Background: an optimization exercise with open tools, aiming at small area, a short achievable clock period and few clock cycles per item. Do not read the settings as production practice.
RTL that was checked went through simulation tests only; none was proved equivalent to the original.
No functional check of the RTL was part of run 2.
Power figures rest on the tool's default switching activity, not on a simulated workload.

==> design/flow/design.v <==
module ptcb_pixel_engine (
    input  wire        clk,
    input  wire        rst,
    input  wire        in_valid,
    output wire        in_ready,
    input  wire [15:0] in_cmd,
    input  wire [63:0] in_data,
    output wire        out_valid,
    input  wire        out_ready,
    output wire [31:0] out_result,
    output wire [1:0]  out_err
);
    reg        v1;
    reg [15:0] c1;
    reg [63:0] d1;
    reg        sa_s, sa_lm, sa_d;           
    reg        sv_s, sv_lm, sv_dm, sv_d;    
    wire [3:0] i_op     = in_cmd[3:0];
    wire       i_scalar = (i_op == 4'd3) || (i_op == 4'd4);
    wire       i_blend  = (i_op == 4'd7);
    wire       i_mdm    = (in_cmd[8:7] == 2'd0) && (in_cmd[12:11] == 2'd2);
    wire       i_md     = (in_cmd[8:7] == 2'd1) && (in_cmd[12:11] == 2'd1);
    wire [3:0] op    = c1[3:0];
    wire [2:0] strat = c1[6:4];
    wire [1:0] chan  = c1[8:7];
    wire [1:0] mkind = c1[10:9];
    wire       gsel  = c1[13];
    reg legal;
    always @(*) begin
        case (op)
            4'd0, 4'd1, 4'd2, 4'd3, 4'd4: legal = (c1[15:4] == 12'd0);
            4'd5: legal = (c1[15:9] == 7'd0) && (c1[6:4] == 3'd0);
            4'd6: legal = (c1[15:14] == 2'd0) && (c1[6:4] == 3'd0) &&
                          (mkind != 2'd3) && (c1[12:11] != 2'd3);
            4'd7: legal = (c1[15:7] == 9'd0) && (strat != 3'd7);
            4'd8: legal = (c1[15] == 1'b0) && (c1[13:4] == 10'd0);
            default: legal = 1'b0;
        endcase
    end
    wire [15:0] w_l  = d1[15:0];
    wire [15:0] w_d  = d1[31:16];
    wire [15:0] w_lm = d1[47:32];
    wire [15:0] w_dm = d1[63:48];
    wire [23:0] s_rgb = d1[23:0];                  
    function [23:0] dec565;
        input [15:0] w;
        dec565 = {w[15:11], 3'b000, w[10:5], 2'b00, w[4:0], 3'b000};
    endfunction
    wire [23:0] ga = ({24{sa_s}}  & s_rgb) | ({24{sa_lm}} & dec565(w_lm)) |
                     ({24{sa_d}} & dec565(w_d));
    wire [7:0] ga_r = ga[23:16];
    wire [7:0] ga_g = ga[15:8];
    wire [7:0] ga_b = ga[7:0];
    wire [27:0] lum_a_t = 28'd182133370
                          + ({20'd0, ~ga_r} << 0)
                          + ({20'd0, ga_r} << 4)
                          + ({20'd0, ~ga_r} << 6)
                          + ({20'd0, ~ga_r} << 8)
                          + ({20'd0, ga_r} << 11)
                          + ({20'd0, ~ga_r} << 13)
                          + ({20'd0, ~ga_r} << 15)
                          + ({20'd0, ga_r} << 18)
                          + ({20'd0, ~ga_g} << 1)
                          + ({20'd0, ~ga_g} << 3)
                          + ({20'd0, ~ga_g} << 7)
                          + ({20'd0, ga_g} << 9)
                          + ({20'd0, ~ga_g} << 12)
                          + ({20'd0, ~ga_g} << 15)
                          + ({20'd0, ~ga_g} << 18)
                          + ({20'd0, ga_g} << 20)
                          + ({20'd0, ~ga_b} << 0)
                          + ({20'd0, ~ga_b} << 2)
                          + ({20'd0, ~ga_b} << 6)
                          + ({20'd0, ga_b} << 11)
                          + ({20'd0, ga_b} << 13)
                          + ({20'd0, ga_b} << 16);
    wire [7:0] lum_a = lum_a_t[27:20];
    wire [4:0] dm_r5 = w_dm[15:11];
    wire [5:0] dm_g6 = w_dm[10:5];
    wire [4:0] dm_b5 = w_dm[4:0];
    wire [21:0] lum_b_t = 22'd2864376
                          + ({17'd0, dm_r5} << 1)
                          + ({17'd0, ~dm_r5} << 3)
                          + ({17'd0, ~dm_r5} << 5)
                          + ({17'd0, dm_r5} << 8)
                          + ({17'd0, ~dm_r5} << 10)
                          + ({17'd0, ~dm_r5} << 12)
                          + ({17'd0, dm_r5} << 15)
                          + ({16'd0, ~dm_g6} << 0)
                          + ({16'd0, ~dm_g6} << 3)
                          + ({16'd0, dm_g6} << 5)
                          + ({16'd0, ~dm_g6} << 8)
                          + ({16'd0, ~dm_g6} << 11)
                          + ({16'd0, ~dm_g6} << 14)
                          + ({16'd0, dm_g6} << 16)
                          + ({17'd0, ~dm_b5} << 3)
                          + ({17'd0, dm_b5} << 8)
                          + ({17'd0, dm_b5} << 10)
                          + ({17'd0, dm_b5} << 13);
    wire [7:0] lum_b = lum_b_t[21:14];
    wire [23:0] gv = ({24{sv_s}}  & s_rgb) | ({24{sv_lm}} & dec565(w_lm)) |
                     ({24{sv_dm}} & dec565(w_dm)) | ({24{sv_d}} & dec565(w_d));
    wire [7:0] av_s = gv[23:16] ^ gv[15:8] ^ gv[7:0];
    wire [7:0] av_c = (gv[23:16] & gv[15:8]) | (gv[23:16] & gv[7:0]) |
                      (gv[15:8] & gv[7:0]);
    wire [9:0] av_a = {2'b00, av_s};
    wire [9:0] av_b = {1'b0, av_c, 1'b0};
    wire [18:0] avg_t = 19'd256
                      + (av_a << 0) + (av_a << 2) + (av_a << 4) + (av_a << 6) + (av_a << 8)
                      + (av_b << 0) + (av_b << 2) + (av_b << 4) + (av_b << 6) + (av_b << 8);
    wire [7:0]  avg_v = avg_t[17:10];
    wire [1:0] blend_slot = strat[2] ? 2'd0 : {strat[0], strat[1]};
    wire [1:0] xslot = (op == 4'd7) ? blend_slot : (op == 4'd6) ? chan : 2'd0;
    reg  [15:0] wx;
    always @(*) begin
        case (xslot)
            2'd0: wx = w_l;
            2'd1: wx = w_d;
            2'd2: wx = w_lm;
            default: wx = w_dm;
        endcase
    end
    wire [5:0] ca_r = w_l[15:11] + w_d[15:11];
    wire [6:0] ca_g = w_l[10:5]  + w_d[10:5];
    wire [5:0] ca_b = w_l[4:0]   + w_d[4:0];
    reg        a_mix;        
    reg  [1:0] a_mmode;      
    reg  [1:0] a_amode;      
    reg        a_gs;         
    reg        a_gb;         
    reg        a_sg;         
    reg [23:0] a_raw;
    reg  [1:0] a_err;
    always @(*) begin
        a_mix   = 1'b0;
        a_mmode = 2'd0;
        a_amode = 2'd0;
        a_gs    = gsel;
        a_gb    = (chan == 2'd0) && (c1[12:11] == 2'd2);
        a_sg    = 1'b0;
        a_raw   = 24'd0;
        a_err   = 2'd0;
        if (!legal) begin
            a_err = 2'd1;
        end else begin
            case (op)
                4'd1: a_mix = 1'b1;
                4'd2: a_raw = {8'd0, s_rgb[23:19], s_rgb[15:10], s_rgb[7:3]};
                4'd3: begin a_sg = 1'b1; a_gs = 1'b0; end
                4'd4: begin a_sg = 1'b1; a_gs = 1'b1; end
                4'd6: begin
                    if (mkind != 2'd0 && chan[1]) begin
                        a_err = 2'd2;
                    end else begin
                        a_mix   = 1'b1;
                        a_amode = (mkind == 2'd1) ? 2'd2 :
                                  (mkind == 2'd2) ? 2'd3 : 2'd1;
                    end
                end
                4'd7: begin
                    a_amode = 2'd1;
                    if (strat == 3'd5) begin
                        a_raw = {ca_r, 2'b00, ca_g, 1'b0, ca_b, 2'b00};
                    end else begin
                        a_mix   = 1'b1;
                        a_mmode = (strat == 3'd4) ? 2'd1 :
                                  (strat == 3'd6) ? 2'd2 : 2'd0;
                    end
                end
                4'd5, 4'd8: a_err = 2'd3;
                default: ;
            endcase
        end
    end
    reg        v2;
    reg        k2_mix, k2_gs, k2_gb, k2_sg;
    reg  [1:0] k2_mmode, k2_amode;
    reg  [7:0] lum_a2, lum_b2, avg2;
    reg [31:0] p2;           
    wire [7:0] bm = (k2_mmode == 2'd1) ? avg2 :
                    (k2_mmode == 2'd2) ? (lum_a2 | lum_b2) : 8'd0;
    wire [7:0] grey = !k2_gs ? avg2 : k2_gb ? lum_b2 : lum_a2;
    wire [7:0] alpha = (k2_amode == 2'd0) ? 8'h00 :
                       (k2_amode == 2'd1) ? 8'hFF :
                       (k2_amode == 2'd2) ? grey : ~grey;
    function [13:0] mixn;
        input [5:0] x, y;
        input [7:0] m;
        integer i;
        reg [13:0] acc;
        begin
            acc = 14'd0;
            for (i = 0; i < 6; i = i + 1)
                acc = acc + ({6'd0, ({8{y[i]}} & m) | ({8{x[i]}} & ~m)} << i);
            mixn = acc;
        end
    endfunction
    wire [15:0] bx = p2[31:16];
    wire [15:0] by = p2[15:0];
    wire [13:0] n_r = mixn({1'b0, bx[15:11]}, {1'b0, by[15:11]}, bm);
    wire [13:0] n_g = mixn(bx[10:5], by[10:5], bm);
    wire [13:0] n_b = mixn({1'b0, bx[4:0]}, {1'b0, by[4:0]}, bm);
    reg        v3;
    reg        k3_mix;
    reg  [7:0] al3;
    reg [39:0] p3;           
    wire [12:0] q_nr = p3[39:27];
    wire [13:0] q_ng = p3[26:13];
    wire [12:0] q_nb = p3[12:0];
    wire [5:0] cy_r = q_nr[4:0] + q_nr[12:8] + (q_nr[7] & q_nr[6] & q_nr[5]);
    wire [6:0] cy_g = q_ng[5:0] + q_ng[13:8] + (q_ng[7] & q_ng[6]);
    wire [5:0] cy_b = q_nb[4:0] + q_nb[12:8] + (q_nb[7] & q_nb[6] & q_nb[5]);
    wire [7:0] mq_r = q_nr[12:5] + cy_r[5];
    wire [7:0] mq_g = q_ng[13:6] + cy_g[6];
    wire [7:0] mq_b = q_nb[12:5] + cy_b[5];
    wire [31:0] b_result = k3_mix ? {al3, mq_r, mq_g, mq_b}
                                  : {al3, p3[23:0]};
    wire [1:0]  b_err    = k3_mix ? 2'd0 : p3[25:24];
    reg        ov, kv, rdy;
    reg [31:0] o_res, k_res;
    reg [1:0]  o_err, k_err;
    wire en    = !kv;                   
    wire ofree = !ov || out_ready;      
    always @(posedge clk) begin
        if (rst) begin
            v1  <= 1'b0;
            v2  <= 1'b0;
            v3  <= 1'b0;
            ov  <= 1'b0;
            kv  <= 1'b0;
            rdy <= 1'b1;
        end else begin
            if (en) begin
                v1 <= in_valid;
                v2 <= v1;
                v3 <= v2;
            end
            if (ofree) begin
                ov  <= kv || v3;
                kv  <= 1'b0;
                rdy <= 1'b1;
            end else if (!kv && v3) begin
                kv  <= 1'b1;
                rdy <= 1'b0;
            end
        end
    end
    always @(posedge clk) begin
        if (en) begin
            c1    <= in_cmd;
            d1    <= in_data;
            sa_s  <= i_scalar;
            sa_lm <= !i_scalar && (i_blend || !i_md);
            sa_d  <= !i_scalar && !i_blend && i_md;
            sv_s  <= i_scalar;
            sv_lm <= !i_scalar && !i_blend && !(i_mdm || i_md);
            sv_dm <= !i_scalar && (i_blend || i_mdm);
            sv_d  <= !i_scalar && !i_blend && i_md;
            k2_mix   <= a_mix;
            k2_mmode <= a_mmode;
            k2_amode <= a_amode;
            k2_gs    <= a_gs;
            k2_gb    <= a_gb;
            k2_sg    <= a_sg;
            lum_a2   <= lum_a;
            lum_b2   <= lum_b;
            avg2     <= avg_v;
            p2       <= a_mix ? {wx, w_d} : {6'd0, a_err, a_raw};
            k3_mix <= k2_mix;
            al3    <= alpha;
            p3     <= k2_mix ? {n_r[12:0], n_g, n_b[12:0]} :
                      {14'd0, p2[25:8], (k2_sg ? grey : p2[7:0])};
        end
        if (ofree) begin
            o_res <= kv ? k_res : b_result;
            o_err <= kv ? k_err : b_err;
        end
        if (!kv) begin
            k_res <= b_result;
            k_err <= b_err;
        end
    end
    assign in_ready   = rdy;
    assign out_valid  = ov;
    assign out_result = o_res;
    assign out_err    = o_err;
endmodule
==> design/flow/flow/run.sh <==
#!/bin/bash
# Standard layout, with the port buffers made of buf_2 cells and the setup
# repair steps asked for extra slack margin.
set -euo pipefail
bash standard.sh "BUFFER_PORTS_ARGS=-buffer_cell sky130_fd_sc_hd__buf_2" SETUP_SLACK_MARGIN=19.75 finish > standard_flow.log 2>&1
==> design/flow/standard.sh <==
#!/bin/bash
# synth_recipe.tcl (not shown) runs the flow's synth.tcl, then flattens the netlist and writes it again
# the make line also repeats each setting of config.mk as NAME=value (left out here)
make -C /OpenROAD-flow-scripts/flow DESIGN_CONFIG=/design/flow/config.mk WORK_HOME=/design/flow/orfs CLKGATE_MAP_FILE= SYNTH_SCRIPT=/design/flow/synth_recipe.tcl "${@:-finish}"
==> design/flow/config.mk <==
export PLATFORM = sky130hd
export DESIGN_NAME = ptcb_pixel_engine
export DESIGN_NICKNAME = ptcb_pixel_engine
export VERILOG_FILES = /design/flow/design.v
export SDC_FILE = /design/flow/constraint.sdc
export NUM_CORES = 4
export LEC_CHECK = 0
export CAP_MARGIN = 20
export CORE_MARGIN = 2
export CORE_UTILIZATION = 40
export CTS_CLUSTER_DIAMETER = 100
export CTS_CLUSTER_SIZE = 24
export SLEW_MARGIN = 20
==> design/flow/constraint.sdc <==
create_clock -name core_clock -period 26.0 [get_ports {clk}]
set_input_delay 5.2000 -clock core_clock [delete_from_list [all_inputs] [get_ports {clk}]]
set_output_delay 5.2000 -clock core_clock [all_outputs]
set_load 0.01 [all_outputs]
==> results.txt, run 1 <==
- Synthesized flop and latch total: 272
- Critical Path Slowest Stage Cell: edfxtp_1
- Largest net degree at the start of global routing: 129
- DPL Wire Length: 48,200 um
- Initial antenna violation count: 3
- Critical path launch point type: register
- Final-report hold violation count: 0
- WL/cell: 19.9 um
- Required time worst endpoint: 20,800 ps
- Setup TNS: 0 ps
- DIE WIDTH: 252 um
- Antenna-violating nets left: 0
- Worst Reg-to-Reg Cells: 18
- Placed insts: 2,918
- Core area: 61,400 um^2
- Slew Viols, Final: 0
- Synthesized Nets: 2,693
- Most used DFF post-synth: edfxtp_1
- CTS clk-pin slew, worst paths: 90 ps
- Mapped Area: 24,700 um^2
- Vias in the first global route: 16,600
- Status: complete, no violations
- IO Count: 120
- Final Critical Period: 6260 ps
- Leakage: 0.0122 uW
- Skew final: 26.8 ps
- Worst min-delay path class: register to register
- H-tree Lvls: 1
- Largest stage delay, worst path: 380 ps
- Number of synthesized flops with an enable pin: 232
- Arrival @ worst endpoint: 1060 ps
- Routability cong.: 0.909
- Vias: 15,600
- YS warnings: 1
- Maximum clock rate: 160 MHz
- Post-Syn Instances: 2,057
- Routed WL: 59,000 um
- Number of DRC markers in iteration 0: 973
- Vias/cell: 5.26
- Final Cycle Share: 0.241
- Nets: 2,803
- Setup Crit Path Kind: register to output port
- Yosys cell types: 69
- Num CTS Buffers: 18
- Layout cells sized above 1: 0.160
- # DRC: 0
- Register area share after synthesis: 0.315
- Post-DP Area: 26,100 um^2
- Clock Latency Late Sink: 540 ps
- Critical path buffers and inverters: 1
- First-pass GRT wire length: 94,200 um
- Fin cells: 2,970
- Hold Crit Depth: 2
- Overflow after GRT: 0
- Die footprint: 63,700 um^2
- Row count: 91
- Endpoints failing setup: 0
- Ys async rst share: 0
- Port Buffers: 119
- Worst path depth: 1
- Worst rel slew slack: 0.302
- Crit. End Element: output port
- Clock buffer depth: 3
- Post-route cell area: 27,100 um^2
- TritonCTS Sinks: 272
- Average cell area after synthesis: 12.0 um^2
- CP top delay family: flip-flops
- Hold-fix buffers, CTS: 0
- Critical Path Fanout Max: 1
- Detailed Routing Iterations Pass 1: 5
- Crit path cell chain: buf_2
- Synth-to-Final Area Change: 9.59%
- RSZ-0062 raised after global routing: true
- CTS tree: done
- Pwr dens: 98.5 nW/um^2
- Max-Cap Viols: 0
- Initial cell density of the core: 0.402
- VDD IR max: 0.123 mV
- WHS: 474 ps
- Die Y: 252 um
- Worst slew pin tran: 1040 ps
- GRT Util Overall: 0.190
- Root Buffer Master: clkbuf_16
report_power, final:
part	total [uW]	switching [uW]	internal [uW]
registers	607	35.6	572
logic	1750	975	771
clock network	312	161	150
total	2660	1170	1490
registers in the layout, indices dropped and copies added, names as in the netlist, 2 cells and up:
name and cells:
al3 8, d1 64, avg2 8, k_err 2, k2_amode 2, p3 40
c1 16, p2 32, o_err 2, o_res 32, k_res 32, lum_b2 8
lum_a2 8, k2_mmode 2
final timing paths:
check	start	endpoint	slack, ps
worst max register to register	sa_s$_DFFE_PN_	lum_a2[6]$_DFFE_PN_	19920
worst min-delay path	k_res[18]$_DFF_P_	k_res[18]$_DFF_P_	470
worst min register to register	k_res[18]$_DFF_P_	k_res[18]$_DFF_P_	470
worst max-delay path	o_res[11]$_DFFE_PP_	out_result[11]	19740
per-layer routing:
metal  track usage  routed length (um)  up-vias
met5             0                  27        -
met4        0.0516                1680        4
met3        0.0226                2660       91
met2         0.324               28700      431
met1         0.255               25900     7810
li1              -                   -     7297
synthesized netlist by cell type, types with 41 or more instances:
cell type	number	area, um^2
nand2_1	96	360
ha_1	254	3180
inv_1	310	1160
a21oi_1	64	320
mux2_2	109	1230
xnor2_1	49	429
edfxtp_1	232	6970
mux2i_1	66	661
o21ai_0	74	370
a21o_1	41	308
nor2_1	69	259
fa_1	298	5970
cell families after synthesis:
| kind of cell | synth area share |
|---|---|
| buf+inv | 0.0574 |
| xor+xnor | 0.0280 |
| simple gates | 0.0582 |
| flops | 0.315 |
| compound gates | 0.0811 |
| mux | 0.0902 |
| fa+ha+maj | 0.370 |
cell usage in the layout, fill, tap and decap left out, drive strengths merged, types with 6 or more instances in the layout:
master    netlist  final
clkbuf         39     23
nand2          96     96
nand4           6      6
nor3           21     21
fa            298    298
mux2          109    109
a21oi          67     67
and2           14     14
mux2i          66     66
dfxtp          40     40
nor2b          23     23
nor2           69     69
o21ai          91     91
edfxtp        232    232
mux4           15     15
and3            7      7
o21bai          7      7
buf            23    152
a22o           22     22
a21o           41     41
a221o          11     11
xnor2          49     49
xor2           30     30
clkinvlp        0      6
a22oi           6      6
nand3          14     14
inv           310    311
ha            254    254
o21a            9      9
a221oi          7      7
a211oi          9      9
nand2b         13     13
through the flow:
stage          power [uW]  utilization  setup WS, ps
6_report             2660        0.441         19740
5_1_grt              2940        0.441         19680
4_1_cts              2660        0.439         19700
3_5_place_dp         2310        0.426         18810
3_3_place_gp         2260        0.426         18940
2_1_floorplan        1850            -         19870
what timing repair did:
item / in CTS / in global routing
cloned: 0 / 0
endpoints found under the setup margin: 40 / 40
gates resized for setup: 13 / 15
pin swaps: 0 / 1
buffers inserted: 15 / 3
layout make-up:
class                           instances  area (um^2)
Antenna cell                            1         2.50
Clock buffer                           23          522
Clock inverter                          9          100
Fill cell                            5653        34300
Inverter                              310         1190
Multi-Input combinational cell       1413        15600
Sequential cell                       272         7770
Tap cell                              790          988
Timing Repair Buffer                  152          888
Testbench counts, summed over its fixed seeds: cycles 32,032, items 32,000.
==> run 2: changes to the inputs <==
--- a/design/flow/design.v
+++ b/design/flow/design.v
@@ -175,9 +175,9 @@
     reg        v2;
     reg        k2_mix, k2_gs, k2_gb, k2_sg;
-    reg  [1:0] k2_mmode, k2_amode;
+    reg        k2_mavg, k2_mlum;    
+    reg  [1:0] k2_amode;
     reg  [7:0] lum_a2, lum_b2, avg2;
     reg [31:0] p2;           
-    wire [7:0] bm = (k2_mmode == 2'd1) ? avg2 :
-                    (k2_mmode == 2'd2) ? (lum_a2 | lum_b2) : 8'd0;
+    wire [7:0] bm = ({8{k2_mavg}} & avg2) | ({8{k2_mlum}} & (lum_a2 | lum_b2));
     wire [7:0] grey = !k2_gs ? avg2 : k2_gb ? lum_b2 : lum_a2;
     wire [7:0] alpha = (k2_amode == 2'd0) ? 8'h00 :
@@ -201,20 +201,16 @@
     wire [13:0] n_g = mixn(bx[10:5], by[10:5], bm);
     wire [13:0] n_b = mixn({1'b0, bx[4:0]}, {1'b0, by[4:0]}, bm);
-    reg        v3;
-    reg        k3_mix;
-    reg  [7:0] al3;
-    reg [39:0] p3;           
-    wire [12:0] q_nr = p3[39:27];
-    wire [13:0] q_ng = p3[26:13];
-    wire [12:0] q_nb = p3[12:0];
-    wire [5:0] cy_r = q_nr[4:0] + q_nr[12:8] + (q_nr[7] & q_nr[6] & q_nr[5]);
-    wire [6:0] cy_g = q_ng[5:0] + q_ng[13:8] + (q_ng[7] & q_ng[6]);
-    wire [5:0] cy_b = q_nb[4:0] + q_nb[12:8] + (q_nb[7] & q_nb[6] & q_nb[5]);
-    wire [7:0] mq_r = q_nr[12:5] + cy_r[5];
-    wire [7:0] mq_g = q_ng[13:6] + cy_g[6];
-    wire [7:0] mq_b = q_nb[12:5] + cy_b[5];
-    wire [31:0] b_result = k3_mix ? {al3, mq_r, mq_g, mq_b}
-                                  : {al3, p3[23:0]};
-    wire [1:0]  b_err    = k3_mix ? 2'd0 : p3[25:24];
+    wire [5:0] cy_r = n_r[4:0] + n_r[12:8] + (n_r[7] & n_r[6] & n_r[5]);
+    wire [6:0] cy_g = n_g[5:0] + n_g[13:8] + (n_g[7] & n_g[6]);
+    wire [5:0] cy_b = n_b[4:0] + n_b[12:8] + (n_b[7] & n_b[6] & n_b[5]);
+    wire [7:0] iq_r = n_r[12:5] + 8'd1;
+    wire [7:0] iq_g = n_g[13:6] + 8'd1;
+    wire [7:0] iq_b = n_b[12:5] + 8'd1;
+    wire [7:0] mq_r = cy_r[5] ? iq_r : n_r[12:5];
+    wire [7:0] mq_g = cy_g[6] ? iq_g : n_g[13:6];
+    wire [7:0] mq_b = cy_b[5] ? iq_b : n_b[12:5];
+    wire [31:0] b_result = k2_mix ? {alpha, mq_r, mq_g, mq_b}
+                                  : {alpha, p2[23:8], (k2_sg ? grey : p2[7:0])};
+    wire [1:0]  b_err    = k2_mix ? 2'd0 : p2[25:24];
     reg        ov, kv, rdy;
     reg [31:0] o_res, k_res;
@@ -226,5 +222,4 @@
             v1  <= 1'b0;
             v2  <= 1'b0;
-            v3  <= 1'b0;
             ov  <= 1'b0;
             kv  <= 1'b0;
@@ -234,11 +229,10 @@
                 v1 <= in_valid;
                 v2 <= v1;
-                v3 <= v2;
             end
             if (ofree) begin
-                ov  <= kv || v3;
+                ov  <= kv || v2;
                 kv  <= 1'b0;
                 rdy <= 1'b1;
-            end else if (!kv && v3) begin
+            end else if (!kv && v2) begin
                 kv  <= 1'b1;
                 rdy <= 1'b0;
@@ -258,5 +252,6 @@
             sv_d  <= !i_scalar && !i_blend && i_md;
             k2_mix   <= a_mix;
-            k2_mmode <= a_mmode;
+            k2_mavg  <= (a_mmode == 2'd1);
+            k2_mlum  <= (a_mmode == 2'd2);
             k2_amode <= a_amode;
             k2_gs    <= a_gs;
@@ -267,8 +262,4 @@
             avg2     <= avg_v;
             p2       <= a_mix ? {wx, w_d} : {6'd0, a_err, a_raw};
-            k3_mix <= k2_mix;
-            al3    <= alpha;
-            p3     <= k2_mix ? {n_r[12:0], n_g, n_b[12:0]} :
-                      {14'd0, p2[25:8], (k2_sg ? grey : p2[7:0])};
         end
         if (ofree) begin
==> results.txt, run 2 <==
- Num CTS Buffers: 17 (was 18)
- Top-area cell type share of the netlist area: 0.256 (was 0.282)
- Required time worst endpoint: 20,800 ps (about the same)
- DIE WIDTH: 245 um (was 252 um)
- Final Cycle Share: 0.243 (was 0.241)
- Vias/cell: 5.29 (was 5.26)
- Core area: 57,600 um^2 (was 61,400 um^2)
- Antenna-violating nets left: 0 (unchanged)
- Arrival @ worst endpoint: 1120 ps (was 1060 ps)
- Met3 Wirelength: 3340 um (was 2660 um)
- Clock Latency Late Sink: 550 ps (was 540 ps)
- First-pass GRT wire length: 96,000 um (was 94,200 um)
- Final Critical Period: 6320 ps (was 6260 ps)
- DPL Wire Length: 48,700 um (was 48,200 um)
- RSZ-0062 raised after global routing: true (unchanged)
- Worst slew pin tran: 1060 ps (was 1040 ps)
- Number of synthesized flops with an enable pin: 183 (was 232)
- Top reg by flops: d1 (unchanged)
- Crit path cell chain: buf_2 (unchanged)
- Most used DFF post-synth: edfxtp_1 (unchanged)
- Vias in the first global route: 16,800 (was 16,600)
- Dpl ws: 18,860 ps (was 18,810 ps)
- Leakage: 0.0124 uW (was 0.0122 uW)
- Max FFs per register: 64 (unchanged)
- Final-report hold violation count: 0 (unchanged)
- Root Buffer Master: clkbuf_16 (unchanged)
- Detailed Routing Iterations Pass 1: 9 (was 5)
- Port Buffers: 119 (unchanged)
- Yosys cell types: 69 (unchanged)
- Maximum clock rate: 158 MHz (was 160 MHz)
- Largest stage delay, worst path: 430 ps (was 380 ps)
- Skew final: 45.5 ps (was 26.8 ps)
- Worst min-delay path class: register to register (unchanged)
- Critical path launch point type: register (unchanged)
- Row count: 88 (was 91)
- WL/cell: 20.4 um (was 19.9 um)
- CP top delay family: flip-flops (unchanged)
- Setup Crit Path Kind: register to output port (unchanged)
- Initial antenna violation count: 0 (was 3)
- Average cell area after synthesis: 11.2 um^2 (was 12.0 um^2)
- # diodes: 0 (was 1)
- Mapped Area: 23,300 um^2 (was 24,700 um^2)
- Cell with the most instances after synthesis: inv_1 (unchanged)
- Synthesized flop and latch total: 222 (was 272)
- Die footprint: 60,200 um^2 (was 63,700 um^2)
- Number of DRC markers in iteration 0: 1,245 (was 973)
- Worst rel slew slack: 0.292 (was 0.302)
- Initial cell density of the core: 0.404 (was 0.402)
- Fillers: 5,232 (was 5,653)
- Metal-1 WL: 26,900 um (was 25,900 um)
- Register area share after synthesis: 0.269 (was 0.315)
- Ys async rst share: 0 (unchanged)
- Hold-fix buffers, CTS: 0 (unchanged)
- # DRC: 0 (unchanged)
- Clock buffer depth: 3 (unchanged)
- Crit. End Element: output port (unchanged)
- Routability cong.: 0.922 (was 0.909)
- Tot Pwr: 2760 uW (was 2660 uW)
- GRT Util Overall: 0.207 (was 0.190)
- Pwr dens: 102 nW/um^2 (was 98.5 nW/um^2)
- Synthesized Nets: 2,705 (was 2,693)
- CTS clk-pin slew, worst paths: 90 ps (about the same)
- Slew Viols, Final: 0 (unchanged)
- Largest net degree at the start of global routing: 86 (was 129)
- Post-Syn Instances: 2,072 (was 2,057)
- Overflow after GRT: 0 (unchanged)
- TritonCTS Sinks: 222 (was 272)
- Critical path buffers and inverters: 1 (unchanged)
- Critical Path Slowest Stage Cell: edfxtp_1 (unchanged)
- Critical Path Fanout Max: 1 (unchanged)
- YS warnings: 1 (unchanged)
- Max-Cap Viols: 0 (unchanged)
- WHS: 461 ps (was 474 ps)
- Routed wl met2: 29,900 um (was 28,700 um)
- Max layer used: met4 (was met5)
- Layout cells sized above 1: 0.232 (was 0.160)
- Nets: 2,907 (was 2,803)
- Most common cell after layout, fill and taps aside: inv_1 (unchanged)
- CTS tree: done (unchanged)
- Vias: 16,100 (was 15,600)
- H-tree Lvls: 1 (unchanged)
- Area contributors post-synth: fa_1 (26%), edfxtp_1 (24%), ha_1 (13%), inv_1 (6.4%), mux2_2 (4.4%) (was edfxtp_1 (28%), fa_1 (24%), ha_1 (13%), mux2_2 (5.0%), inv_1 (4.7%))
- Setup TNS: 0 ps (unchanged)
- Status: complete, no violations (unchanged)
- Synth area leader: fa_1 (was edfxtp_1)
- IO Count: 120 (unchanged)
- Die Y: 245 um (was 252 um)
- Most frequent cells in the layout: inv_1 (379), fa_1 (291), ha_1 (235) (was inv_1 (302), fa_1 (297), ha_1 (254))
- Post-synth top cells: inv_1 (399), fa_1 (298), ha_1 (251) (was inv_1 (310), fa_1 (298), ha_1 (254))
- Routed WL: 62,300 um (was 59,000 um)
- Endpoints failing setup: 0 (unchanged)
- Final worst slack: 19,680 ps (was 19,740 ps)
- VDD IR max: 0.243 mV (was 0.123 mV)
- Synth-to-Final Area Change: 16.5% (was 9.59%)
## run 2: cell count changes in the layout (fill, tap and decap cells not counted), moves of 15 or more
cell / change
buf_4: +81
buf_6: +16
edfxtp_1: -49
ha_1: -19
ha_4: +15
inv_1: +77
mux2_2: -25
nand2_1: -27
o21ai_0: -33
## run 2: what timing repair did
action | CTS | global route
gates resized for setup | 66 | 156
pin swaps | 23 | 116
setup buffers | 62 | 53
gates cloned | 1 | 0
setup endpoints to repair | 84 | 89
## run 2: cell type report
type | instances | area [um^2] | area share
Multi-Input combinational cell | 1389 | 16100 | 0.594
Sequential cell | 222 | 6280 | 0.231
Timing Repair Buffer | 244 | 1630 | 0.0599
Inverter | 400 | 1540 | 0.0568
Tap cell | 765 | 957 | 0.0353
Clock buffer | 18 | 429 | 0.0158
Clock inverter | 10 | 179 | 0.00659
## run 2: worst paths after layout
kind                            start                   to  slack (ps)  cells past startpoint
hold / removal       k_res[9]$_DFF_P_     k_res[9]$_DFF_P_         460                      1
setup reg to reg    k2_mavg$_DFFE_PN_  o_res[15]$_DFFE_PP_       19900                     25
hold reg to reg      k_res[9]$_DFF_P_     k_res[9]$_DFF_P_         460                      1
setup / recovery  o_res[17]$_DFFE_PP_       out_result[17]       19680                      1
## run 2: cells by family (layout without fill, tap and decap cells)
family / Yosys count / in the layout / share of synthesized area
AO/OA/AOI/OAI: 304 / 304 / 0.0895
XOR/XNOR: 79 / 79 / 0.0297
adder cells (fa/ha/maj): 549 / 549 / 0.391
buffers and inverters: 462 / 672 / 0.0747
flip-flops: 222 / 222 / 0.269
multiplexers: 171 / 171 / 0.0864
AND/OR/NAND/NOR: 285 / 286 / 0.0593
## run 2: per-stage QoR
step	instances	instance area, um^2	util
2_1_floorplan	2072	23300	-
3_3_place_gp	2904	24700	0.429
3_5_place_dp	2904	24700	0.429
4_1_cts	2995	26000	0.452
5_1_grt	3048	27100	0.471
6_report	3048	27100	0.471
## run 2: routing by layer
layer,up-vias,track usage
met5,-,0
met3,111,0.0327
met1,8062,0.274
met2,522,0.346
li1,7427,-
met4,0,0.0701
## run 2: where the power goes
part / switching, uW / internal [uW]
combinational: 1070 / 874
sequential: 36.1 / 483
clock: 149 / 141
total: 1260 / 1500
==> run 3: changes to the inputs <==
--- a/design/flow/design.v
+++ b/design/flow/design.v
@@ -110,4 +110,25 @@
                       + (av_b << 0) + (av_b << 2) + (av_b << 4) + (av_b << 6) + (av_b << 8);
     wire [7:0]  avg_v = avg_t[17:10];
+    reg g_avg, g_or, g_b;
+    always @(*) begin
+        g_avg = 1'b0;
+        g_or  = 1'b0;
+        g_b   = 1'b0;
+        case (op)
+            4'd3: g_avg = 1'b1;
+            4'd6: begin
+                g_avg = !gsel;
+                g_b   = gsel && (chan == 2'd0) && (c1[12:11] == 2'd2);
+            end
+            4'd7: begin
+                g_avg = (strat == 3'd4);
+                g_or  = (strat == 3'd6);
+            end
+            default: ;
+        endcase
+    end
+    wire g_a = !g_avg && !g_or && !g_b;
+    wire [7:0] a_grey = ({8{g_avg}} & avg_v) | ({8{g_or}} & (lum_a | lum_b)) |
+                        ({8{g_b}} & lum_b) | ({8{g_a}} & lum_a);
     wire [1:0] blend_slot = strat[2] ? 2'd0 : {strat[0], strat[1]};
     wire [1:0] xslot = (op == 4'd7) ? blend_slot : (op == 4'd6) ? chan : 2'd0;
@@ -127,6 +148,4 @@
     reg  [1:0] a_mmode;      
     reg  [1:0] a_amode;      
-    reg        a_gs;         
-    reg        a_gb;         
     reg        a_sg;         
     reg [23:0] a_raw;
@@ -136,6 +155,4 @@
         a_mmode = 2'd0;
         a_amode = 2'd0;
-        a_gs    = gsel;
-        a_gb    = (chan == 2'd0) && (c1[12:11] == 2'd2);
         a_sg    = 1'b0;
         a_raw   = 24'd0;
@@ -147,6 +164,5 @@
                 4'd1: a_mix = 1'b1;
                 4'd2: a_raw = {8'd0, s_rgb[23:19], s_rgb[15:10], s_rgb[7:3]};
-                4'd3: begin a_sg = 1'b1; a_gs = 1'b0; end
-                4'd4: begin a_sg = 1'b1; a_gs = 1'b1; end
+                4'd3, 4'd4: a_sg = 1'b1;
                 4'd6: begin
                     if (mkind != 2'd0 && chan[1]) begin
@@ -174,11 +190,10 @@
     end
     reg        v2;
-    reg        k2_mix, k2_gs, k2_gb, k2_sg;
-    reg        k2_mavg, k2_mlum;    
+    reg        k2_mix, k2_sg;
+    reg        k2_mw;        
     reg  [1:0] k2_amode;
-    reg  [7:0] lum_a2, lum_b2, avg2;
+    reg  [7:0] grey;
     reg [31:0] p2;           
-    wire [7:0] bm = ({8{k2_mavg}} & avg2) | ({8{k2_mlum}} & (lum_a2 | lum_b2));
-    wire [7:0] grey = !k2_gs ? avg2 : k2_gb ? lum_b2 : lum_a2;
+    wire [7:0] bm = {8{k2_mw}} & grey;
     wire [7:0] alpha = (k2_amode == 2'd0) ? 8'h00 :
                        (k2_amode == 2'd1) ? 8'hFF :
@@ -252,13 +267,8 @@
             sv_d  <= !i_scalar && !i_blend && i_md;
             k2_mix   <= a_mix;
-            k2_mavg  <= (a_mmode == 2'd1);
-            k2_mlum  <= (a_mmode == 2'd2);
+            k2_mw    <= (a_mmode != 2'd0);
             k2_amode <= a_amode;
-            k2_gs    <= a_gs;
-            k2_gb    <= a_gb;
             k2_sg    <= a_sg;
-            lum_a2   <= lum_a;
-            lum_b2   <= lum_b;
-            avg2     <= avg_v;
+            grey     <= a_grey;
             p2       <= a_mix ? {wx, w_d} : {6'd0, a_err, a_raw};
         end
--- a/design/flow/config.mk
+++ b/design/flow/config.mk
@@ -8,5 +8,5 @@
 export CAP_MARGIN = 20
 export CORE_MARGIN = 2
-export CORE_UTILIZATION = 40
+export CORE_UTILIZATION = 60
 export CTS_CLUSTER_DIAMETER = 100
 export CTS_CLUSTER_SIZE = 24
==> results.txt, run 3 <==
- CP top delay family: flip-flops (unchanged)
- Critical path launch point type: register (unchanged)
- Worst path depth: 1 (unchanged)
- Crit path capture: out_err[1] (was out_result[17])
- Critical path buffers and inverters: 1 (unchanged)
- Worst rel slew slack: 0.332 (was 0.292)
- Skew final: 44.7 ps (was 45.5 ps)
- Vias in the first global route: 16,400 (was 16,800)
- CTS clk-pin slew, worst paths: 90 ps (about the same)
- Initial antenna violation count: 0 (unchanged)
- Most used DFF post-synth: edfxtp_1 (unchanged)
- Synth area leader: fa_1 (unchanged)
- Leakage: 0.0123 uW (was 0.0124 uW)
- Layout cells sized above 1: 0.176 (was 0.232)
- Pwr dens: 107 nW/um^2 (was 102 nW/um^2)
- Routability cong.: 0.933 (was 0.922)
- VDD IR max: 0.259 mV (was 0.243 mV)
- Root Buffer Master: clkbuf_16 (unchanged)
- RSZ-0062 raised after global routing: true (unchanged)
- Most frequent cells in the layout: inv_1 (330), fa_1 (289), ha_1 (245) (was inv_1 (379), fa_1 (291), ha_1 (235))
- Worst setup startpoint: o_err[1]$_DFFE_PP_ (was o_res[17]$_DFFE_PP_)
- Max-Cap Viols: 0 (unchanged)
- FF-to-FF setup slack: 19,930 ps (was 19,900 ps)
- Final Cycle Share: 0.242 (was 0.243)
- Final-report hold violation count: 0 (unchanged)
- Worst Reg-to-Reg Cells: 21 (was 25)
- Initial cell density of the core: 0.605 (was 0.404)
- Top reg by flops: d1 (unchanged)
- Core area: 37,400 um^2 (was 57,600 um^2)
- Overflow after GRT: 0 (unchanged)
- Num CTS Buffers: 15 (was 17)
- Setup TNS: 0 ps (unchanged)
- Endpoints failing setup: 0 (unchanged)
- Worst min-delay path class: register to register (unchanged)
- Largest stage delay, worst path: 400 ps (was 430 ps)
- YS warnings: 1 (unchanged)
- # diodes: 0 (unchanged)
- Arrival @ worst endpoint: 1080 ps (was 1120 ps)
- Antenna-violating nets left: 0 (unchanged)
- Routed WL: 58,200 um (was 62,300 um)
- Synthesized flop and latch total: 203 (was 222)
- Row count: 71 (was 88)
- Ys async rst share: 0 (unchanged)
- Synth-to-Final Area Change: 11.8% (was 16.5%)
- Slew Viols, Final: 0 (unchanged)
- Setup Crit Path Kind: register to output port (unchanged)
- Vias/cell: 5.87 (was 5.29)
- Required time worst endpoint: 20,800 ps (about the same)
- Clock Latency Late Sink: 520 ps (was 550 ps)
- Cell with the most instances after synthesis: inv_1 (unchanged)
- Worst slew pin tran: 1000 ps (was 1060 ps)
- H-tree Lvls: 1 (unchanged)
- Critical R2R Capture: grey[6]$_DFFE_PN_ (was o_res[15]$_DFFE_PP_)
- Most common cell after layout, fill and taps aside: inv_1 (unchanged)
- Detailed Routing Iterations Pass 1: 5 (was 9)
- WL/cell: 21.7 um (was 20.4 um)
- Number of synthesized flops with an enable pin: 164 (was 183)
- Largest net degree at the start of global routing: 83 (was 86)
- Post-synth top cells: inv_1 (345), fa_1 (298), ha_1 (251) (was inv_1 (399), fa_1 (298), ha_1 (251))
- Final Critical Period: 6280 ps (was 6320 ps)
- DIE WIDTH: 198 um (was 245 um)
- Number of DRC markers in iteration 0: 1,260 (was 1,245)
- Yosys cell types: 85 (was 69)
- Register area share after synthesis: 0.252 (was 0.269)
- Nets: 2,796 (was 2,907)
- Max FFs per register: 64 (unchanged)
- First-pass GRT wire length: 91,500 um (was 96,000 um)
- # DRC: 0 (unchanged)
- Area contributors post-synth: fa_1 (26%), edfxtp_1 (22%), ha_1 (14%), inv_1 (5.7%), mux2i_1 (5.2%) (was fa_1 (26%), edfxtp_1 (24%), ha_1 (13%), inv_1 (6.4%), mux2_2 (4.4%))
- Mapped Area: 22,600 um^2 (was 23,300 um^2)
- CTS tree: done (unchanged)
- Clock buffer depth: 3 (unchanged)
- TritonCTS Sinks: 203 (was 222)
- Synthesized Nets: 2,645 (was 2,705)
- Crit. End Element: output port (unchanged)
- Crit path cell chain: buf_2 (unchanged)
- GRT Util Overall: 0.309 (was 0.207)
- Maximum clock rate: 159 MHz (was 158 MHz)
- Vias: 15,700 (was 16,100)
- Port Buffers: 119 (unchanged)
- Placed insts: 2,580 (was 2,904)
- Status: complete, no violations (unchanged)
- DPL Wire Length: 46,800 um (was 48,700 um)
- WHS: 461 ps (about the same)
- Post-Syn Instances: 2,012 (was 2,072)
- Die footprint: 39,300 um^2 (was 60,200 um^2)
- Average cell area after synthesis: 11.2 um^2 (about the same)
- Critical Path Slowest Stage Cell: edfxtp_1 (unchanged)
- Critical Path Fanout Max: 1 (unchanged)
- R2R Path Start: sa_s$_DFFE_PN_ (was k2_mavg$_DFFE_PN_)
- Fin cells: 2,682 (was 3,048)
- Top-area cell type share of the netlist area: 0.264 (was 0.256)
- Die Y: 198 um (was 245 um)
- Hold-fix buffers, CTS: 0 (unchanged)
- IO Count: 120 (unchanged)
[run 3: power by group]
part           internal [uW]  switching, uW
Sequential               392           26.4
Clock                    114            131
Combinational            936           1110
Total                   1440           1260
[run 3: stage by stage]
stage / total power, uW / utilization / setup WS [ps] / instance area, um^2
floorplan: 1840 / - / 19770 / 22600
global placement: 2260 / 0.633 / 19130 / 23700
detailed placement: 2290 / 0.633 / 19030 / 23700
CTS: 2580 / 0.652 / 19690 / 24400
global route: 2980 / 0.677 / 19660 / 25300
finish: 2710 / 0.677 / 19720 / 25300
[run 3: worst min path at each step]
stage / start / to / depth (start not counted)
after floorplan: k_res[13]$_DFF_P_ / k_res[13]$_DFF_P_ / 2
after global placement: k_res[13]$_DFF_P_ / k_res[13]$_DFF_P_ / 2
after detailed placement: k_res[0]$_DFF_P_ / k_res[0]$_DFF_P_ / 2
after CTS: k_res[0]$_DFF_P_ / k_res[0]$_DFF_P_ / 2
after global routing: k_res[16]$_DFF_P_ / k_res[16]$_DFF_P_ / 1
final: k_res[1]$_DFF_P_ / k_res[1]$_DFF_P_ / 2
[run 3: cells by family (layout without fill, tap and decap cells)]
family                     after synthesis  count (layout)  share of synthesized area
adders and majority gates              549             549                      0.402
buffers and inverters                  420             579                     0.0702
and+or+nand+nor                        300             300                     0.0662
AOI/OAI and AO/OA                      299             299                     0.0970
DFF                                    203             203                      0.252
muxes                                  163             163                     0.0816
xor gates and xnor gates                78              78                     0.0305
[run 3: routing by layer]
| layer | GRT usage | up-vias | wire length, um |
|---|---|---|---|
| met4 | 0.127 | 0 | 2740 |
| met2 | 0.522 | 521 | 28500 |
| li1 | - | 7168 | - |
| met3 | 0.0410 | 137 | 3270 |
| met1 | 0.404 | 7916 | 23800 |
| met5 | 0 | - | 0 |
[run 3: layout make-up]
class                      instances  area, um^2
tap                              511         639
timing repair buffer             209        1370
clock inverter                     8         114
clock buffer                      17         383
multi-input combinational       1389       15700
sequential                       203        5710
fill                            2895       12100
inverter                         345        1340
[run 3: timing repair]
action	in CTS	in global routing
gates resized for setup	26	87
setup endpoints to repair	71	74
cloned	0	0
pin swaps	2	40
buffers inserted	15	62
Testbench counts of run 3, summed over its fixed seeds: cycles 32,024, items 32,000.
==> run 4: changes to the inputs <==
--- a/design/flow/config.mk
+++ b/design/flow/config.mk
@@ -8,5 +8,5 @@
 export CAP_MARGIN = 20
 export CORE_MARGIN = 2
-export CORE_UTILIZATION = 60
+export CORE_UTILIZATION = 40
 export CTS_CLUSTER_DIAMETER = 100
 export CTS_CLUSTER_SIZE = 24
==> results.txt, run 4 <==
- CTS tree: done (unchanged)
- First-pass GRT wire length: 92,900 um (was 91,500 um)
- Vias/cell: 5.33 (was 5.87)
- Initial cell density of the core: 0.403 (was 0.605)
- Row count: 87 (was 71)
- Slew Viols, Final: 0 (unchanged)
- Critical path buffers and inverters: 1 (unchanged)
- Synth-to-Final Area Change: 15.6% (was 11.8%)
- Num CTS Buffers: 17 (was 15)
- Tot Pwr: 2820 uW (was 2710 uW)
- CTS clk-pin slew, worst paths: 90 ps (about the same)
- Int Power: 1520 uW (was 1440 uW)
- Ys async rst share: 0 (unchanged)
- Routability cong.: 0.945 (was 0.933)
- Worst slew pin tran: 1060 ps (was 1000 ps)
- Sw Ratio: 0.460 (was 0.467)
- Layout cells sized above 1: 0.198 (was 0.176)
- Endpoints failing setup: 0 (unchanged)
- Post-Syn Instances: 2,012 (unchanged)
- Maximum clock rate: 160 MHz (was 159 MHz)
- GRT met2 Usage: 0.335 (was 0.522)
- Die footprint: 58,500 um^2 (was 39,300 um^2)
- Largest net degree at the start of global routing: 88 (was 83)
- Critical Path Fanout Max: 1 (unchanged)
- Die Y: 242 um (was 198 um)
- Top reg by flops: d1 (unchanged)
- Clk pwr share: 0.102 (was 0.091)
- Max-Cap Viols: 0 (unchanged)
- Worst min-delay path class: register to register (unchanged)
- YS warnings: 1 (unchanged)
- Clock buffer depth: 3 (unchanged)
- Setup Crit Path Kind: register to output port (unchanged)
- Pwr dens: 108 nW/um^2 (was 107 nW/um^2)
- VDD IR max: 0.146 mV (was 0.259 mV)
- Root Buffer Master: clkbuf_16 (unchanged)
- Mapped Area: 22,600 um^2 (unchanged)
- Fillers: 5,232 (was 2,895)
- Port Buffers: 119 (unchanged)
- # DRC: 0 (unchanged)
- Area contributors post-synth: fa_1 (26%), edfxtp_1 (22%), ha_1 (14%), inv_1 (5.7%), mux2i_1 (5.2%) (unchanged)
- CP top delay family: flip-flops (unchanged)
- Final Cycle Share: 0.241 (was 0.242)
- Final Critical Period: 6250 ps (was 6280 ps)
- Final-report hold violation count: 0 (unchanged)
- IO Count: 120 (unchanged)
- Overflow after GRT: 0 (unchanged)
- Logic pwr share: 0.747 (was 0.755)
- P_sw: 1300 uW (was 1260 uW)
- Synthesized Nets: 2,645 (unchanged)
- Most frequent cells in the layout: inv_1 (328), fa_1 (285), ha_1 (244) (was inv_1 (330), fa_1 (289), ha_1 (245))
- Met1 Use GR: 0.275 (was 0.404)
- Cell with the most instances after synthesis: inv_1 (unchanged)
- Register area share after synthesis: 0.252 (unchanged)
- Antenna-violating nets left: 0 (unchanged)
- Number of synthesized flops with an enable pin: 164 (unchanged)
- DIE WIDTH: 242 um (was 198 um)
- Detailed Routing Iterations Pass 1: 5 (unchanged)
- Sequential Power Share: 0.150 (was 0.155)
- Vias in the first global route: 16,300 (was 16,400)
- Skew final: 44.6 ps (was 44.7 ps)
- Most common cell after layout, fill and taps aside: inv_1 (unchanged)
- Routed WL: 60,300 um (was 58,200 um)
- Clock Latency Late Sink: 540 ps (was 520 ps)
- Post-synth top cells: inv_1 (345), fa_1 (298), ha_1 (251) (unchanged)
- GRT Util Overall: 0.203 (was 0.309)
- Top-area cell type share of the netlist area: 0.264 (unchanged)
- H-tree Lvls: 1 (unchanged)
- Status: complete, no violations (unchanged)
- Nets: 2,829 (was 2,796)
- Vias: 15,800 (was 15,700)
- Critical path launch point type: register (unchanged)
- TritonCTS Sinks: 203 (unchanged)
- Number of DRC markers in iteration 0: 1,126 (was 1,260)
- Synth area leader: fa_1 (unchanged)
- DPL Wire Length: 47,800 um (was 46,800 um)
- Met3 global-route usage: 0.0335 (was 0.0410)
- Core area: 56,200 um^2 (was 37,400 um^2)
- Global routing's busiest layer: met2 (unchanged)
- WL/cell: 20.3 um (was 21.7 um)
- Initial antenna violation count: 0 (unchanged)
- Most used DFF post-synth: edfxtp_1 (unchanged)
- Critical Path Slowest Stage Cell: edfxtp_1 (unchanged)
- Largest stage delay, worst path: 390 ps (was 400 ps)
- Leakage: 0.0126 uW (was 0.0123 uW)
- Average cell area after synthesis: 11.2 um^2 (unchanged)
- Setup TNS: 0 ps (unchanged)
- Synthesized flop and latch total: 203 (unchanged)
- Max FFs per register: 64 (unchanged)
- WHS: 458 ps (was 461 ps)
- Required time worst endpoint: 20,800 ps (about the same)
- Yosys cell types: 85 (unchanged)
- Crit. End Element: output port (unchanged)
- Crit path cell chain: buf_2 (unchanged)
- RSZ-0062 raised after global routing: true (unchanged)
- Worst rel slew slack: 0.287 (was 0.332)
- Arrival @ worst endpoint: 1050 ps (was 1080 ps)
## run 4: cell counts after synthesis
Identical to the previous run, type by type.
## run 4: final timing paths
kind,start,to,slack [ps],cells past startpoint
hold / removal,k_res[13]$_DFF_P_,k_res[13]$_DFF_P_,460,2
setup / recovery,o_err[1]$_DFFE_PP_,out_err[1],19750,1
setup reg to reg,sa_s$_DFFE_PN_,grey[6]$_DFFE_PN_,19840,20
hold reg to reg,k_res[13]$_DFF_P_,k_res[13]$_DFF_P_,460,2
## run 4: kinds of logic (layout without fill, tap and decap cells)
kind of cell               count (synthesis)  in the layout  synth area share
AOI/OAI and AO/OA                        299            299            0.0970
xor gates and xnor gates                  78             78            0.0305
DFF                                      203            203             0.252
buffers and inverters                    420            614            0.0702
other                                      0              1                 0
muxes                                    163            163            0.0816
and+or+nand+nor                          300            300            0.0662
adders and majority gates                549            549             0.402
## run 4: through the flow
step	area (um^2)	setup slack, ps	cells	utilization
5_1_grt	26200	19650	2962	0.466
4_1_cts	25000	19700	2880	0.445
2_1_floorplan	22600	19770	2012	-
3_3_place_gp	24000	18960	2823	0.427
3_5_place_dp	24000	18740	2823	0.427
6_report	26200	19750	2963	0.466
## run 4: routing by layer
layer / routed length [um] / part of all wire / vias up
li1: - / - / 7245
met1: 26000 / 0.43 / 7918
met2: 28600 / 0.47 / 539
met3: 3710 / 0.062 / 87
met4: 2020 / 0.033 / 0
met5: 0 / 0 / -
## run 4: layout make-up
class / count / area (um^2) / area share
Tap cell: 756 / 946 / 0.0362
Clock buffer: 20 / 437 / 0.0167
Sequential cell: 203 / 5710 / 0.218
Antenna cell: 1 / 2.50 / 0.0000956
Timing Repair Buffer: 240 / 1690 / 0.0647
Multi-Input combinational cell: 1389 / 15900 / 0.606
Clock inverter: 9 / 180 / 0.00689
Inverter: 345 / 1340 / 0.0512
## run 4: what timing repair did
action                                  4_1_cts  5_1_grt
resized for setup                            55      101
pin swaps                                    15       62
hold buffers                                  0        0
buffers inserted                             28       78
gates cloned                                  0        3
endpoints found under the setup margin       27       76
hold endpoints to repair                      0        0
## run 4: power groups by stage
| stage | combinational [uW] | sequential, uW | clock (uW) |
|---|---|---|---|
| after floorplan | 1430 | 409 | 0 |
| after global placement | 1830 | 428 | 0 |
| after detailed placement | 1880 | 428 | 0 |
| after CTS | 1990 | 420 | 295 |
| after global routing | 2360 | 425 | 306 |
| final | 2110 | 424 | 289 |
==> run 5: changes to the inputs <==
==> design/flow/flow/run.sh (replaced) <==
#!/bin/bash
# Standard layout, with the port buffers made of buf_2 cells, the setup
# repair steps asked for extra slack margin, and no dummy clock loads.
set -euo pipefail
bash standard.sh "BUFFER_PORTS_ARGS=-buffer_cell sky130_fd_sc_hd__buf_2" SETUP_SLACK_MARGIN=19.75 \
  "CTS_ARGS=-sink_clustering_enable -repair_clock_nets -dont_use_dummy_load -sink_clustering_size 24 -sink_clustering_max_diameter 100" \
  finish > standard_flow.log 2>&1
--- a/design/flow/config.mk
+++ b/design/flow/config.mk
@@ -9,5 +9,3 @@
 export CORE_MARGIN = 2
 export CORE_UTILIZATION = 40
-export CTS_CLUSTER_DIAMETER = 100
-export CTS_CLUSTER_SIZE = 24
 export SLEW_MARGIN = 20
==> results.txt, run 5 <==
- Critical Path Fanout Max: 1 (unchanged)
- Critical Path Slowest Stage Cell: edfxtp_1 (unchanged)
- CTS clk-pin slew, worst paths: 80 ps (was 90 ps)
- Vias in the first global route: 16,200 (was 16,300)
- Num CTS Buffers: 17 (unchanged)
- H-tree Lvls: 1 (unchanged)
- Final Critical Period: 6240 ps (was 6250 ps)
- Post-Syn Instances: 2,012 (unchanged)
- Worst slew pin tran: 1040 ps (was 1060 ps)
- Area contributors post-synth: fa_1 (26%), edfxtp_1 (22%), ha_1 (14%), inv_1 (5.7%), mux2i_1 (5.2%) (unchanged)
- Synth-to-Final Area Change: 14.1% (was 15.6%)
- Most used DFF post-synth: edfxtp_1 (unchanged)
- # diodes: 0 (was 1)
- Largest stage delay, worst path: 380 ps (was 390 ps)
- Post-synth top cells: inv_1 (345), fa_1 (298), ha_1 (251) (unchanged)
- Mapped Area: 22,600 um^2 (unchanged)
- Final worst slack: 19,760 ps (was 19,750 ps)
- GRT Util Overall: 0.203 (about the same)
- Core Util, Final: 0.460 (was 0.466)
- Synth area leader: fa_1 (unchanged)
- YS warnings: 1 (unchanged)
- Sequential Power Share: 0.151 (was 0.150)
- DIE WIDTH: 242 um (unchanged)
- Pwr dens: 108 nW/um^2 (about the same)
- Worst rel slew slack: 0.302 (was 0.287)
- Ys async rst share: 0 (unchanged)
- Critical path launch point type: register (unchanged)
- Largest net degree at the start of global routing: 88 (unchanged)
- Vias/cell: 5.34 (was 5.33)
- Top reg by flops: d1 (unchanged)
- Nets: 2,820 (was 2,829)
- Cell with the most instances after synthesis: inv_1 (unchanged)
- Yosys cell types: 85 (unchanged)
- Most frequent cells in the layout: inv_1 (328), fa_1 (286), ha_1 (240) (was inv_1 (328), fa_1 (285), ha_1 (244))
- CTS tree: done (unchanged)
- Top-area cell type share of the netlist area: 0.264 (unchanged)
- Overflow after GRT: 0 (unchanged)
- Final Cycle Share: 0.240 (was 0.241)
- Maximum clock rate: 160 MHz (about the same)
- RSZ-0062 raised after global routing: true (unchanged)
- Final-report hold violation count: 0 (unchanged)
- Antenna-violating nets left: 0 (unchanged)
- Dpl ws: 18,740 ps (unchanged)
- Root Buffer Master: clkbuf_16 (unchanged)
- Synthesized Nets: 2,645 (unchanged)
- Logic pwr share: 0.767 (was 0.747)
- First-pass GRT wire length: 92,800 um (was 92,900 um)
- Required time worst endpoint: 20,800 ps (about the same)
- Synthesized flop and latch total: 203 (unchanged)
- Number of synthesized flops with an enable pin: 164 (unchanged)
- Die footprint: 58,500 um^2 (unchanged)
- Setup TNS: 0 ps (unchanged)
- Port Buffers: 119 (unchanged)
- Setup Crit Path Kind: register to output port (unchanged)
- Worst min-delay path class: register to register (unchanged)
- Register area share after synthesis: 0.252 (unchanged)
- Number of DRC markers in iteration 0: 1,187 (was 1,126)
- Initial antenna violation count: 0 (unchanged)
- Crit. End Element: output port (unchanged)
- Vias: 15,700 (was 15,800)
- Average cell area after synthesis: 11.2 um^2 (unchanged)
- Hold-fix buffers, CTS: 0 (unchanged)
- Row count: 87 (unchanged)
- Clk pwr share: 0.082 (was 0.102)
- Leakage: 0.0124 uW (was 0.0126 uW)
- P_sw: 1270 uW (was 1300 uW)
- Status: complete, no violations (unchanged)
- Slew Viols, Final: 0 (unchanged)
- WL/cell: 20.4 um (was 20.3 um)
- Clock buffer depth: 3 (unchanged)
- Initial cell density of the core: 0.403 (unchanged)
- Detailed Routing Iterations Pass 1: 8 (was 5)
- Critical path buffers and inverters: 1 (unchanged)
- Layout cells sized above 1: 0.191 (was 0.198)
- # DRC: 0 (unchanged)
- Routed WL: 59,900 um (was 60,300 um)
- Arrival @ worst endpoint: 1040 ps (was 1050 ps)
- Routability cong.: 0.945 (unchanged)
- CP top delay family: flip-flops (unchanged)
- Clock Latency Late Sink: 540 ps (about the same)
- Sw Ratio: 0.455 (was 0.460)
- Int Power: 1520 uW (about the same)
- Skew final: 67.4 ps (was 44.6 ps)
- Max FFs per register: 64 (unchanged)
- Max-Cap Viols: 0 (unchanged)
- Crit path cell chain: buf_2 (unchanged)
- Core area: 56,200 um^2 (unchanged)
- IO Count: 120 (unchanged)
- TritonCTS Sinks: 203 (unchanged)
- Tot Pwr: 2790 uW (was 2820 uW)
- DPL Wire Length: 47,800 um (unchanged)
- Endpoints failing setup: 0 (unchanged)
- Most common cell after layout, fill and taps aside: inv_1 (unchanged)
- VDD IR max: 0.147 mV (was 0.146 mV)
- Fillers: 5,271 (was 5,232)
- Die Y: 242 um (unchanged)
-- run 5: cells by family (layout without fill, tap and decap cells) --
kind of cell / Yosys count / count (layout) / share of synthesized area
buf+inv: 420 / 593 / 0.0702
fa+ha+maj: 549 / 549 / 0.402
xor+xnor: 78 / 78 / 0.0305
compound gates: 299 / 299 / 0.0970
simple gates: 300 / 300 / 0.0662
mux: 163 / 163 / 0.0816
flops: 203 / 203 / 0.252
-- run 5: timing repair --
| item | 4_1_cts | 5_1_grt |
|---|---|---|
| endpoints found under the setup margin | 27 | 71 |
| resized for setup | 60 | 79 |
| setup buffers | 25 | 73 |
| pin swaps | 15 | 57 |
| cloned | 0 | 2 |
-- run 5: power groups by stage --
stage	logic, uW	registers, uW	clock network (uW)
6_report	2140	422	228
5_1_grt	2390	423	245
4_1_cts	1980	420	235
3_5_place_dp	1880	428	0
3_3_place_gp	1830	428	0
2_1_floorplan	1430	409	0
-- run 5: through the flow --
stage / cell area (um^2) / instances / hold slack, ps
after floorplan: 22600 / 2012 / 411
after global placement: 24000 / 2823 / 431
after detailed placement: 24000 / 2823 / 442
after CTS: 24800 / 2865 / 458
after global routing: 25800 / 2941 / 482
final: 25800 / 2941 / 453
-- run 5: worst paths after layout --
check / cells past startpoint / slack (ps) / startpoint / endpoint
worst max-delay path: 1 / 19760 / o_res[22]$_DFFE_PP_ / out_result[22]
worst min-delay path: 2 / 450 / k_res[13]$_DFF_P_ / k_res[13]$_DFF_P_
worst max register to register: 19 / 19840 / sa_s$_DFFE_PN_ / grey[6]$_DFFE_PN_
worst min register to register: 2 / 450 / k_res[13]$_DFF_P_ / k_res[13]$_DFF_P_
-- run 5: area by class of cell --
type / instances / area (um^2) / area share
Multi-Input combinational cell: 1389 / 15800 / 0.613
Sequential cell: 203 / 5710 / 0.221
Timing Repair Buffer: 231 / 1580 / 0.0613
Inverter: 345 / 1340 / 0.0518
Tap cell: 756 / 946 / 0.0366
Clock buffer: 17 / 425 / 0.0165
-- run 5: worst register-to-register path, delay by kind of cell, from the launching register on --
kind,cells,cell delay [ps]
adders and majority gates,6,2790
AOI/OAI and AO/OA,8,1930
buffers and inverters,3,500
DFF,1,400
xor gates and xnor gates,1,160
and+or+nand+nor,1,60
-- run 5: layer usage --
metal | global-route usage | up-vias | wire, um | share of wire
li1 | - | 7203 | - | -
met1 | 0.275 | 7862 | 26000 | 0.43
met2 | 0.334 | 537 | 28100 | 0.47
met3 | 0.0352 | 102 | 3710 | 0.062
met4 | 0.0594 | 0 | 2110 | 0.035
met5 | 0 | - | 0 | 0
==> run 6: changes to the inputs <==
--- a/design/flow/config.mk
+++ b/design/flow/config.mk
@@ -8,4 +8,4 @@
 export CAP_MARGIN = 20
 export CORE_MARGIN = 2
-export CORE_UTILIZATION = 40
+export CORE_UTILIZATION = 70
 export SLEW_MARGIN = 20
==> results.txt, run 6 <==
- Multi-input gate area: 15,800 um^2 (about the same)
- Crit. End Element: output port (unchanged)
- Hold-fix buffers, CTS: 0 (unchanged)
- Critical path launch point type: register (unchanged)
- Worst min-delay path class: register to register (unchanged)
- Tot Pwr: 2710 uW (was 2790 uW)
- Final-report hold violation count: 0 (unchanged)
- Num CTS Buffers: 14 (was 17)
- Row count: 65 (was 87)
- Die Y: 184 um (was 242 um)
- YS warnings: 1 (unchanged)
- Most used DFF post-synth: edfxtp_1 (unchanged)
- Overflow after GRT: 0 (unchanged)
- Maximum clock rate: 160 MHz (about the same)
- Initial antenna violation count: 3 (was 0)
- Post-route cell area: 25,200 um^2 (was 25,800 um^2)
- H-tree Lvls: 1 (unchanged)
- Placed insts: 2,466 (was 2,823)
- Area contributors post-synth: fa_1 (26%), edfxtp_1 (22%), ha_1 (14%), inv_1 (5.7%), mux2i_1 (5.2%) (unchanged)
- Number of DRC markers in iteration 0: 1,367 (was 1,187)
- Routed WL: 57,700 um (was 59,900 um)
- FF+latch area: 5710 um^2 (unchanged)
- CP top delay family: flip-flops (unchanged)
- Worst Hold Launch: k_res[13]$_DFF_P_ (unchanged)
- Core area: 31,700 um^2 (was 56,200 um^2)
- Mapped Area: 22,600 um^2 (unchanged)
- Top-area cell type share of the netlist area: 0.264 (unchanged)
- RSZ-0062 raised after global routing: true (unchanged)
- Core Util, Final: 0.795 (was 0.460)
- Synthesized Nets: 2,645 (unchanged)
- Die footprint: 33,800 um^2 (was 58,500 um^2)
- Number of synthesized flops with an enable pin: 164 (unchanged)
- Worst setup startpoint: o_res[0]$_DFFE_PP_ (was o_res[22]$_DFFE_PP_)
- Detailed Routing Iterations Pass 1: 6 (was 8)
- Post-synth top cells: inv_1 (345), fa_1 (298), ha_1 (251) (unchanged)
- Average cell area after synthesis: 11.2 um^2 (unchanged)
- Slew Viols, Final: 0 (unchanged)
- Critical Path Slowest Stage Cell: edfxtp_1 (unchanged)
- DPL Wire Length: 45,100 um (was 47,800 um)
- Synth area leader: fa_1 (unchanged)
- Layout cells sized above 1: 0.187 (was 0.191)
- FF-to-FF setup slack: 19,850 ps (was 19,840 ps)
- Clock Latency Late Sink: 500 ps (was 540 ps)
- Required time worst endpoint: 20,800 ps (about the same)
- Setup TNS: 0 ps (unchanged)
- Critical Path Fanout Max: 1 (unchanged)
- Most common cell after layout, fill and taps aside: inv_1 (unchanged)
- First-pass GRT wire length: 88,600 um (was 92,800 um)
- Vias in the first global route: 16,400 (was 16,200)
- R2R Path Start: sa_s$_DFFE_PN_ (unchanged)
- Vias/cell: 6.21 (was 5.34)
- Critical path buffers and inverters: 1 (unchanged)
- # DRC: 0 (unchanged)
- GRT Util Overall: 0.346 (was 0.203)
- Routability cong.: 0.979 (was 0.945)
- Setup Crit Path Kind: register to output port (unchanged)
- WL/cell: 22.3 um (was 20.4 um)
- Cell with the most instances after synthesis: inv_1 (unchanged)
- Clock buffer depth: 3 (unchanged)
- Skew final: 50.6 ps (was 67.4 ps)
- Ys async rst share: 0 (unchanged)
- VDD IR max: 0.222 mV (was 0.147 mV)
- CTS tree: done (unchanged)
- Vias: 16,000 (was 15,700)
- Final Critical Period: 6230 ps (was 6240 ps)
- Worst rel slew slack: 0.234 (was 0.302)
- Antenna-violating nets left: 0 (unchanged)
- Arrival @ worst endpoint: 1030 ps (was 1040 ps)
- Synth-to-Final Area Change: 11.4% (was 14.1%)
- Initial cell density of the core: 0.713 (was 0.403)
- Post-DP Area: 23,500 um^2 (was 24,000 um^2)
- Max FFs per register: 64 (unchanged)
- Worst slew pin tran: 1150 ps (was 1040 ps)
- Port Buffers: 119 (unchanged)
- Fin cells: 2,581 (was 2,941)
- Post-Syn Instances: 2,012 (unchanged)
- Final Cycle Share: 0.240 (about the same)
- Pwr dens: 108 nW/um^2 (about the same)
- Nets: 2,812 (was 2,820)
- Most frequent cells in the layout: inv_1 (325), fa_1 (285), ha_1 (246) (was inv_1 (328), fa_1 (286), ha_1 (240))
- Synthesized flop and latch total: 203 (unchanged)
- Status: complete, no violations (unchanged)
- Fillers: 2,015 (was 5,271)
- Top reg by flops: d1 (unchanged)
- Max-Cap Viols: 0 (unchanged)
- TritonCTS Sinks: 203 (unchanged)
- Register area share after synthesis: 0.252 (unchanged)
- Yosys cell types: 85 (unchanged)
- Largest stage delay, worst path: 390 ps (was 380 ps)
- CTS clk-pin slew, worst paths: 90 ps (was 80 ps)
- Largest net degree at the start of global routing: 82 (was 88)
- Endpoints failing setup: 0 (unchanged)
- IO Count: 120 (unchanged)
- Root Buffer Master: clkbuf_16 (unchanged)
- Leakage: 0.0123 uW (was 0.0124 uW)
- Crit path cell chain: buf_2 (unchanged)
- DIE WIDTH: 184 um (was 242 um)
==> run 6: area by class of cell <==
cell class | count | area share
multi-input combinational | 1389 | 0.626
sequential | 203 | 0.226
timing repair buffer | 226 | 0.0603
inverter | 345 | 0.0535
tap | 402 | 0.0200
clock buffer | 14 | 0.0139
antenna | 2 | 0.000199
==> run 6: timing repair <==
action,CTS,global route
setup endpoints to repair,49,59
gates resized for setup,37,94
setup buffers,19,78
pin swaps,5,55
cloned,0,2
==> run 6: where the power goes <==
group          switching [uW]  leakage (uW)  internal (uW)
clock                     106      0.000173           96.1
sequential               29.4       0.00216            392
combinational            1120       0.00994            965
==> run 6: path summary, 6_finish.rpt <==
kind                  endpoint  cells after the start
min reg2reg  k_res[13]$_DFF_P_                      2
min          k_res[13]$_DFF_P_                      2
max reg2reg  grey[6]$_DFFE_PN_                     20
max              out_result[0]                      1
==> run 6: per-layer routing <==
| metal | vias up | share of wire | wire length, um | global-route usage |
|---|---|---|---|---|
| li1 | 7200 | - | - | - |
| met1 | 7924 | 0.39 | 22700 | 0.453 |
| met2 | 749 | 0.47 | 27000 | 0.562 |
| met3 | 159 | 0.090 | 5180 | 0.0782 |
| met4 | 2 | 0.049 | 2820 | 0.146 |
| met5 | - | 0.00023 | 13 | 0 |
==> run 6: cells by family (layout without fill, tap and decap cells) <==
logic type / after synthesis / count (layout) / share of synthesized area
xor gates and xnor gates: 78 / 78 / 0.0305
buffers and inverters: 420 / 585 / 0.0702
muxes: 163 / 163 / 0.0816
AOI/OAI and AO/OA: 299 / 299 / 0.0970
other: 0 / 2 / 0
and+or+nand+nor: 300 / 300 / 0.0662
adders and majority gates: 549 / 549 / 0.402
DFF: 203 / 203 / 0.252
==> run 6: per-stage QoR <==
stage                     setup slack [ps]  hold WS, ps
after floorplan                      19770          411
after global placement               19400          426
after detailed placement             19200          429
after CTS                            19740          463
after global routing                 19620          483
final                                19770          460

[what the ideal ports hide]
The flow's constraints put no driver on any port. The routed layouts listed below were extracted and timed again, unchanged, in two steps. Step 1 assumes that a clkbuf_16 drives the clock port and a buf_2 every other input. Step 2 times the ports against the registers' clock, not the clock port: input delays grow and output delays shrink by t, the midpoint of the rising clock arrivals with the driver on. Three values: ideal ports, drivers, drivers and shift; two values: the first two.
run | shift t [ns] | slack for setup (ns) | worst data-port slew with drivers (ns)
run 1 | 0.581 | 19.737 / 19.679 / 19.677 | 0.06
run 2 | 0.581 | 19.684 / 19.630 / 19.384 | 0.07
run 3 | 0.558 | 19.718 / 19.662 / 19.685 | 0.06
run 4 | 0.577 | 19.745 / 19.688 / 19.661 | 0.04
run 5 | 0.568 | 19.759 / 19.702 / 19.677 | 0.04
run 6 | 0.524 | 19.768 / 19.716 / 19.678 | 0.04
After both steps every run listed still meets setup and hold. For run 2, which loses most, drivers alone change the setup slack by -0.054 ns; drivers and shift together by -0.300 ns.
